Background: an optimization exercise with open tools, aiming at small area, a short achievable clock period and few clock cycles. Do not read the settings as production practice. The RTL was checked by simulation tests, not by an equivalence proof against the original design. Power and IR drop assume default switching activity.

===== flow/config.mk =====
export PLATFORM = sky130hd
export DESIGN_NAME = stepstick_motion
export DESIGN_NICKNAME = stepstick_motion
export VERILOG_FILES = /design/flow/design.v
export SDC_FILE = /design/flow/constraint.sdc
export NUM_CORES = 4
export LEC_CHECK = 0
export CAP_MARGIN = 20
export CORE_MARGIN = 2
export CORE_UTILIZATION = 40
export PLACE_DENSITY = 0.6
export SLEW_MARGIN = 20

===== flow/constraint.sdc =====
create_clock -name core_clock -period 7.0 [get_ports {clk}]
set_input_delay 1.4000 -clock core_clock [delete_from_list [all_inputs] [get_ports {clk}]]
set_output_delay 1.4000 -clock core_clock [all_outputs]
set_load 0.01 [all_outputs]

===== flow/design.v =====
module stepstick_motion (
    input  wire        clk,
    input  wire        rst,           
    input  wire        cmd_valid,
    output wire        cmd_ready,
    input  wire [1:0]  cmd_op,
    input  wire [31:0] cmd_arg,
    output reg         rsp_valid,
    output wire [7:0]  rsp_status,
    output wire [47:0] rsp_data
);
    localparam [1:0] OP_INIT      = 2'd0;
    localparam [1:0] OP_MICROSTEP = 2'd1;
    localparam [1:0] OP_SPEED     = 2'd2;
    localparam [1:0] OP_ANGLE     = 2'd3;
    localparam [21:0] DV  = 22'd1406250;    
    localparam [19:0] C7  = 20'd703125;     
    localparam [1:0] S_FIRST = 2'd0;
    localparam [1:0] S_RUN   = 2'd1;
    localparam [1:0] S_FIN   = 2'd2;
    reg        hs;
    reg [15:0] steps;
    reg [3:0]  ms;
    reg [34:0] cc;
    reg        rdy;
    reg [1:0]  st;
    reg [1:0]  op;
    reg [31:0] mr;       
    reg        ob;       
    reg [35:0] acc;      
    reg [23:0] q;        
    reg        p;        
    reg [1:0]  dif;      
    reg [5:0]  cnt;
    reg [3:0]  ks;       
    reg        sv;       
    reg        s2, s01;  
    assign cmd_ready  = rdy;
    assign rsp_status = {5'd0, s2, s01, s01};
    assign rsp_data   = {13'd0, acc[34:0]};
    wire        b_one = mr[0] ^ ob;
    wire        b_two = (mr[1] & ~mr[0] & ~ob) | (~mr[1] & mr[0] & ob);
    wire        b_neg = mr[1];
    wire [37:0] pp_mag = b_one ? {3'd0, cc} : (b_two ? {2'd0, cc, 1'b0} : 38'd0);
    wire [37:0] pp     = b_neg ? ~pp_mag : pp_mag;
    wire [37:0] bsum   = {{2{acc[35]}}, acc} + pp + {37'd0, b_neg};
    wire [35:0] bnext  = bsum[37:2];
    wire        v_ovf  = ~((&bnext[35:23]) | ~(|bnext[35:23]));
    wire [5:0]  hmod = mr[31:19] % 6'd45;
    wire [24:0] a_red = {hmod, mr[18:0]};
    wire        tb    = sv & steps[ks];
    wire [26:0] asum  = {1'b0, acc[24:0], 1'b0} + (tb ? {2'd0, mr[24:0]} : 27'd0);
    wire [7:0]  atop  = asum[26:19];
    wire        ge90  = atop >= 8'd90;
    wire        ge45  = atop >= 8'd45;
    wire [7:0]  atopr = ge90 ? atop - 8'd90 : (ge45 ? atop - 8'd45 : atop);
    wire        d1    = ge90;
    wire        d0    = ge45 & ~ge90;
    wire [2:0]  dval  = {dif, 1'b0} + {2'd0, tb} - {1'b0, d1, d0};
    wire [1:0]  dnext = (dval >= 3'd2) ? 2'd2 : dval[1:0];
    wire        rnd   = acc[24:18] >= 7'd45;
    wire        fin   = (st == S_FIN);
    wire [23:0] qinc  = q + {22'd0, p, fin & rnd};
    wire        czero = (dif == {1'b0, rnd});
    reg  [3:0]  msb;
    integer i;
    always @(*) begin
        msb = 4'd0;
        for (i = 0; i < 16; i = i + 1)
            if (steps[i]) msb = i[3:0];
    end
    wire        snz = |steps;
    wire [63:0] xpat = {43'd0, C7, 1'b0};
    wire        xb   = xpat[cnt];
    wire [21:0] r2   = {acc[20:0], xb};
    wire        take = r2 >= DV;
    wire [21:0] rn   = take ? r2 - DV : r2;
    always @(posedge clk) begin
        if (rst) begin
            rdy       <= 1'b1;
            hs        <= 1'b0;
            rsp_valid <= 1'b0;
        end else begin
            rsp_valid <= 1'b0;
            if (rdy) begin
                op  <= cmd_op;
                mr  <= cmd_arg;
                ob  <= 1'b0;
                acc <= {4'd0, ~cmd_arg[31], {31{cmd_arg[31]}}};
                st  <= S_FIRST;
                if (cmd_valid) rdy <= 1'b0;
            end else begin
                case (op)
                OP_INIT, OP_MICROSTEP: begin
                    if (st == S_FIRST) begin
                        if (op == OP_MICROSTEP && !hs) begin
                            rsp_valid <= 1'b1; s2 <= 1'b0; s01 <= 1'b1; rdy <= 1'b1;
                        end else if (op == OP_MICROSTEP && mr[7:0] > 8'd8) begin
                            rsp_valid <= 1'b1; s2 <= 1'b1; s01 <= 1'b1; rdy <= 1'b1;
                        end else begin
                            if (op == OP_INIT) begin
                                hs    <= 1'b1;
                                steps <= mr[15:0];
                                ms    <= 4'd8;
                                acc   <= {16'd0, mr[15:0], 4'd0};
                                cnt   <= 6'd27;
                            end else begin
                                ms    <= mr[3:0];
                                acc   <= {16'd0, steps, 4'd0};
                                cnt   <= 6'd35 - {2'd0, mr[3:0]};
                            end
                            cc <= 35'd0;
                            st <= S_RUN;
                        end
                    end else begin
                        acc <= {14'd0, rn};
                        cc  <= {cc[33:0], take};
                        cnt <= cnt - 6'd1;
                        if (cnt == 6'd1) begin
                            acc <= {1'b0, cc[33:0], take};
                            rsp_valid <= 1'b1; s2 <= 1'b0; s01 <= 1'b0; rdy <= 1'b1;
                        end
                    end
                end
                OP_SPEED: begin
                    if (st == S_FIRST && !hs) begin
                        rsp_valid <= 1'b1; s2 <= 1'b0; s01 <= 1'b1; rdy <= 1'b1;
                    end else begin
                        acc <= bnext;
                        mr  <= {2'b00, mr[31:2]};
                        ob  <= mr[1];
                        if (st == S_FIRST) begin
                            cnt <= 6'd15;
                            st  <= S_RUN;
                        end else begin
                            cnt <= cnt - 6'd1;
                            if (cnt == 6'd1) begin
                                acc <= {12'd0, bnext[23:0]};
                                rsp_valid <= 1'b1; s2 <= v_ovf; s01 <= 1'b0; rdy <= 1'b1;
                            end
                        end
                    end
                end
                default: begin  
                    if (st == S_FIRST) begin
                        if (!hs) begin
                            rsp_valid <= 1'b1; s2 <= 1'b0; s01 <= 1'b1; rdy <= 1'b1;
                        end else begin
                            mr[24:19] <= hmod;
                            acc <= snz ? {11'd0, a_red} : 36'd0;
                            q   <= 24'd0;
                            p   <= 1'b0;
                            dif <= {1'b0, snz};
                            ks  <= msb - 4'd1;
                            sv  <= (msb != 4'd0);
                            cnt <= {2'd0, msb} + {2'd0, 4'd8 - ms};
                            st  <= ({2'd0, msb} + {2'd0, 4'd8 - ms} == 6'd0) ? S_FIN : S_RUN;
                        end
                    end else if (st == S_RUN) begin
                        acc <= {11'd0, atopr[5:0], asum[18:0]};
                        q   <= {qinc[22:0], d0};
                        p   <= d1;
                        dif <= dnext;
                        if (ks == 4'd0) sv <= 1'b0;
                        ks  <= ks - 4'd1;
                        cnt <= cnt - 6'd1;
                        if (cnt == 6'd1) st <= S_FIN;
                    end else begin
                        acc <= czero ? 36'd0 : {12'd0, qinc};
                        rsp_valid <= 1'b1; s2 <= 1'b0; s01 <= 1'b0; rdy <= 1'b1;
                    end
                end
                endcase
            end
        end
    end
endmodule

===== flow/run.sh =====
#!/bin/bash
# synth_recipe.tcl (not shown) runs the flow's synth.tcl, then flattens the netlist and writes it again
# the make line also repeats each setting of config.mk as NAME=value (left out here)
make -C /OpenROAD-flow-scripts/flow DESIGN_CONFIG=/design/flow/config.mk WORK_HOME=/design/flow/orfs CLKGATE_MAP_FILE= SYNTH_SCRIPT=/design/flow/synth_recipe.tcl finish

==> metrics.md <==
| Metric | Value |
|---|---|
| Outcome | `finished clean` |
| Site row count | `74` |
| GR Overflow Total | `0` |
| Reg clk slew, reported paths | `about 0.07 ns` |
| Multi-input logic area | `10900 um2` |
| Largest net degree at the start of global routing | `56` |
| TritonCTS clock tree | `done` |
| TritonCTS Buffers | `17` |
| Hold Fails Final Rpt | `0` |
| Share of cells above drive strength 1 | `0.148` |
| Final hold slack | `between 0.6 and 0.7 ns` |
| Wirelength, routed | `between 50000 and 60000 um` |
| Post-synthesis area per instance | `about 8.5 um2` |
| Wire per inst | `21.2 um` |
| Synth Register Bits | `around 170` |
| CTS Hold Buffers Added | `0` |
| First-pass GRT wire length | `roughly 84000 um` |
| Post-route ant nets | `0` |
| Crit. End Element | `flip-flop` |
| HP Class | `reg -> reg` |
| Starting Density | `0.407` |
| Setup tns final | `0 ns` |
| Post-DP HPWL | `about 39000 um` |
| Reg area | `~5000 um2` |
| All-layer global routing usage | `0.244` |
| Port bufs | `76` |
| R2R cell count | `25` |
| Setup crit start | `mr[28]` |
| I/O pin count | `95` |
| Static Leak | `slightly above 7 nW` |
| Antenna fix cells | `0` |
| Number of global-route vias before repair | `around 15000` |
| Fraction of registers with async set/reset | `0` |
| Drc violations | `0` |
| Max-Slew Margin vs Limit | `0.271` |
| Later-pin clock latency in the skew report | `between 0.4 and 0.5 ns` |
| Power Density | `roughly 360 nW/um2` |
| Non-filler instance count after layout | `about 2600` |
| Initial antenna violation count | `0` |
| Total of max-cap violations | `0` |
| DR vias | `roughly 16000` |
| Yosys warning total | `1` |
| Die X | `a little over 200 um` |
| Seq/Total Area, Yosys | `0.307` |
| Post-Synthesis Cells | `just under 2000` |
| Area Overhead vs Synth | `15.8%` |
| Layer with the highest usage | `met2` |
| Final Max Slew Viols | `0` |
| Fin Clk Skew | `approximately 0.018 ns` |
| Synth area leaders | `edfxtp_1 (30%), ha_1 (6.2%), nor2_1 (5.9%)` |
| Fill count | `3985` |
| Crit path launch type | `flip-flop` |
| Met1 Use GR | `0.328` |
| Core area | `roughly 40000 um2` |
| Fmax | `145 MHz` |
| Max FO, Critical Path | `8` |
| Nets@finish | `2167` |
| DP Worst Slack | `-0.118 ns` |
| Worst-case clock buffer depth | `2` |
| Actual slew at the worst max-slew pin | `between 1 and 1.5 ns` |
| Critical Path AT | `roughly 7 ns` |
| Routability Congestion | `0.921` |
| Largest area contributor in the netlist | `edfxtp_1` |
| Worst Slack Setup Final | `0.122 ns` |
| Setup slack, reg-to-reg | `roughly 0.12 ns` |
| Core Util, Final | `0.471` |
| GR Util met3 | `0.0312` |
| Top post-synthesis cells by count | `nor2_1 (262), edfxtp_1 (168), a21oi_1 (148), nand2_1 (110), o21ai_0 (93)` |
| Finished Cell Area | `about 19000 um2` |
| 1st-iter DRT viols | `1520` |
| Reg2reg start | `mr[28]` |
| Fin crit share | `0.983` |
| Period minus WS final | `between 6 and 7 ns` |
| H-tree depth | `4` |
| Clk sinks | `about 170` |
| Post-synth top area share | `0.303` |
| Peak VDD IR | `around 0.00043 V` |
| Post-synth EDFFs | `168` |
| Setup CP Type | `reg -> reg` |
| DRT Pass-1 Iters | `9` |
| Cell Area, Synth | `16600 um2` |
| DR vias/cell | `between 6 and 7` |
| Total Power | `between 6 and 7 mW` |
| Clock root buffer | `clkbuf_16` |
| DP Area | `roughly 18000 um2` |
| Top-count cell post-synth | `nor2_1` |
| Unique masters post-synth | `107` |
| Die area | `~43000 um2` |
| Worst r2r dst | `mr[22]` |
| Met2 usage | `0.414` |
| Placed Cells | `around 2500` |
| Setup crit end | `mr[22]` |
| Critical Path RT | `7.21 ns` |
| Final-report setup violation count | `0` |
| Top_reg_cell synth | `edfxtp_1` |
| Die height | `~210 um` |
-- worst max-delay path: stages, from the launching register on --
cell	delay, ns
edfxtp_1	0.46
buf_4	0.18
a21o_1	0.22
nand4b_1	0.18
o211ai_4	0.17
a21o_4	0.27
a2111oi_4	0.44
buf_4	0.19
o211ai_2	0.11
buf_4	0.18
a21oi_1	0.17
o211ai_2	0.17
a32oi_2	0.28
mux2_4	0.37
or3_1	0.44
o21ai_4	0.17
mux2_4	0.36
a21oi_4	0.24
mux2i_2	0.31
xor2_2	0.23
xor2_1	0.26
a2111oi_0	0.15
a221oi_1	0.29
or3b_4	0.43
nand3b_1	0.16
and3_1	0.17
-- what timing repair did --
item / CTS / global route
pin swaps: 2 / 32
cloned: 0 / 0
buffers inserted: 1 / 32
setup endpoints to repair: 5 / 15
gates resized for setup: 6 / 88
-- final cells by class --
| class | instances | share of cell area |
|---|---|---|
| Clock buffer | 18 | 0.0223 |
| Clock inverter | 12 | 0.00857 |
| Inverter | 71 | 0.0138 |
| Multi-Input combinational cell | 1573 | 0.564 |
| Sequential cell | 171 | 0.265 |
| Tap cell | 532 | 0.0345 |
| Timing Repair Buffer | 209 | 0.0918 |
-- sequential cells by signal (all words and copies together) (netlist names) --
| register | cells |
|---|---|
| rsp_valid | 1 |
| op | 2 |
| st | 2 |
| sv | 1 |
| p | 1 |
| s2 | 1 |
| ob | 1 |
| rdy | 1 |
| mr | 32 |
| steps | 16 |
| ms | 4 |
| dif | 2 |
| hs | 1 |
| ks | 4 |
| s01 | 1 |
| cc | 35 |
| acc | 36 |
| cnt | 6 |
| q | 24 |
-- cell families after synthesis --
kind of cell,share of synthesized area
compound gates,0.245
xor+xnor,0.0615
fa+ha+maj,0.0696
buf+inv,0.0683
flops,0.307
mux,0.0446
other cells,0.000225
simple gates,0.204
-- report_power, final --
group	leakage, nW	switching [mW]	internal (mW)	total (mW)
combinational	5.33	2.50	2.01	4.51
sequential	1.60	0.179	1.23	1.41
clock	0.280	0.454	0.563	1.02
-- routing by layer --
| metal | vias up | wire length [um] |
|---|---|---|
| met5 | - | 0 |
| met4 | 0 | 1160 |
| met3 | 80 | 3170 |
| met2 | 592 | 26800 |
| met1 | 7623 | 23600 |
| li1 | 7423 | - |
-- placed cells by master (no fill, tap or decap), drive strengths merged, types with 19 or more instances in the layout --
master / instances
xnor2: 75
mux2i: 34
nor2b: 26
a211oi: 31
xor2: 41
inv: 73
and3: 34
o21ai: 98
clkbuf: 19
clkdlybuf4s50: 76
o22ai: 39
nand2: 110
a21o: 22
ha: 83
mux2: 25
a21oi: 151
edfxtp: 168
nor2: 263
nor3: 66
a221oi: 52
buf: 132
nand3: 43
and2: 61
-- worst min path at each step --
| stage | depth (start not counted) | slack (ns) | startpoint | to |
|---|---|---|---|---|
| after global placement | 1 | 0.57 | mr[2] | steps[2] |
| after CTS | 0 | 0.60 | mr[8] | steps[8] |
| after floorplan | 0 | 0.42 | mr[0] | steps[0] |
| after detailed placement | 0 | 0.58 | mr[8] | steps[8] |
| final | 1 | 0.61 | mr[2] | steps[2] |
| after global routing | 0 | 0.63 | mr[8] | steps[8] |
Testbench counts, summed over its fixed seeds: cycles 54,497.

==> static timing again, ports no longer ideal <==
Ports are ideal in the flow. The routed layout listed here was re-timed in OpenROAD. Step 1: set_driving_cell puts a clkbuf_16 on clk and a buf_2 on each other input, an assumption about the parent block. Step 2 moves the port delays by t, midway between the first and last clock arrival at a register: inputs arrive t later, outputs are due t later. That takes back most of the time a late clock gives input paths. Three values: no drivers, after step 1, after step 2; two values: the first two.
t (ns): 0.513
setup WS [ns]: 0.122 / 0.122 / 0.122
hold WS [ns]: 0.606 / 0.606 / 0.606
latest minus earliest clock arrival (ns): 0.020 / 0.020
worst slew at a driven data input, ns: 0.04
After both steps setup and hold are still met in this run. For this run, drivers alone change the setup slack by 0.000 ns; drivers and shift together by 0.000 ns.
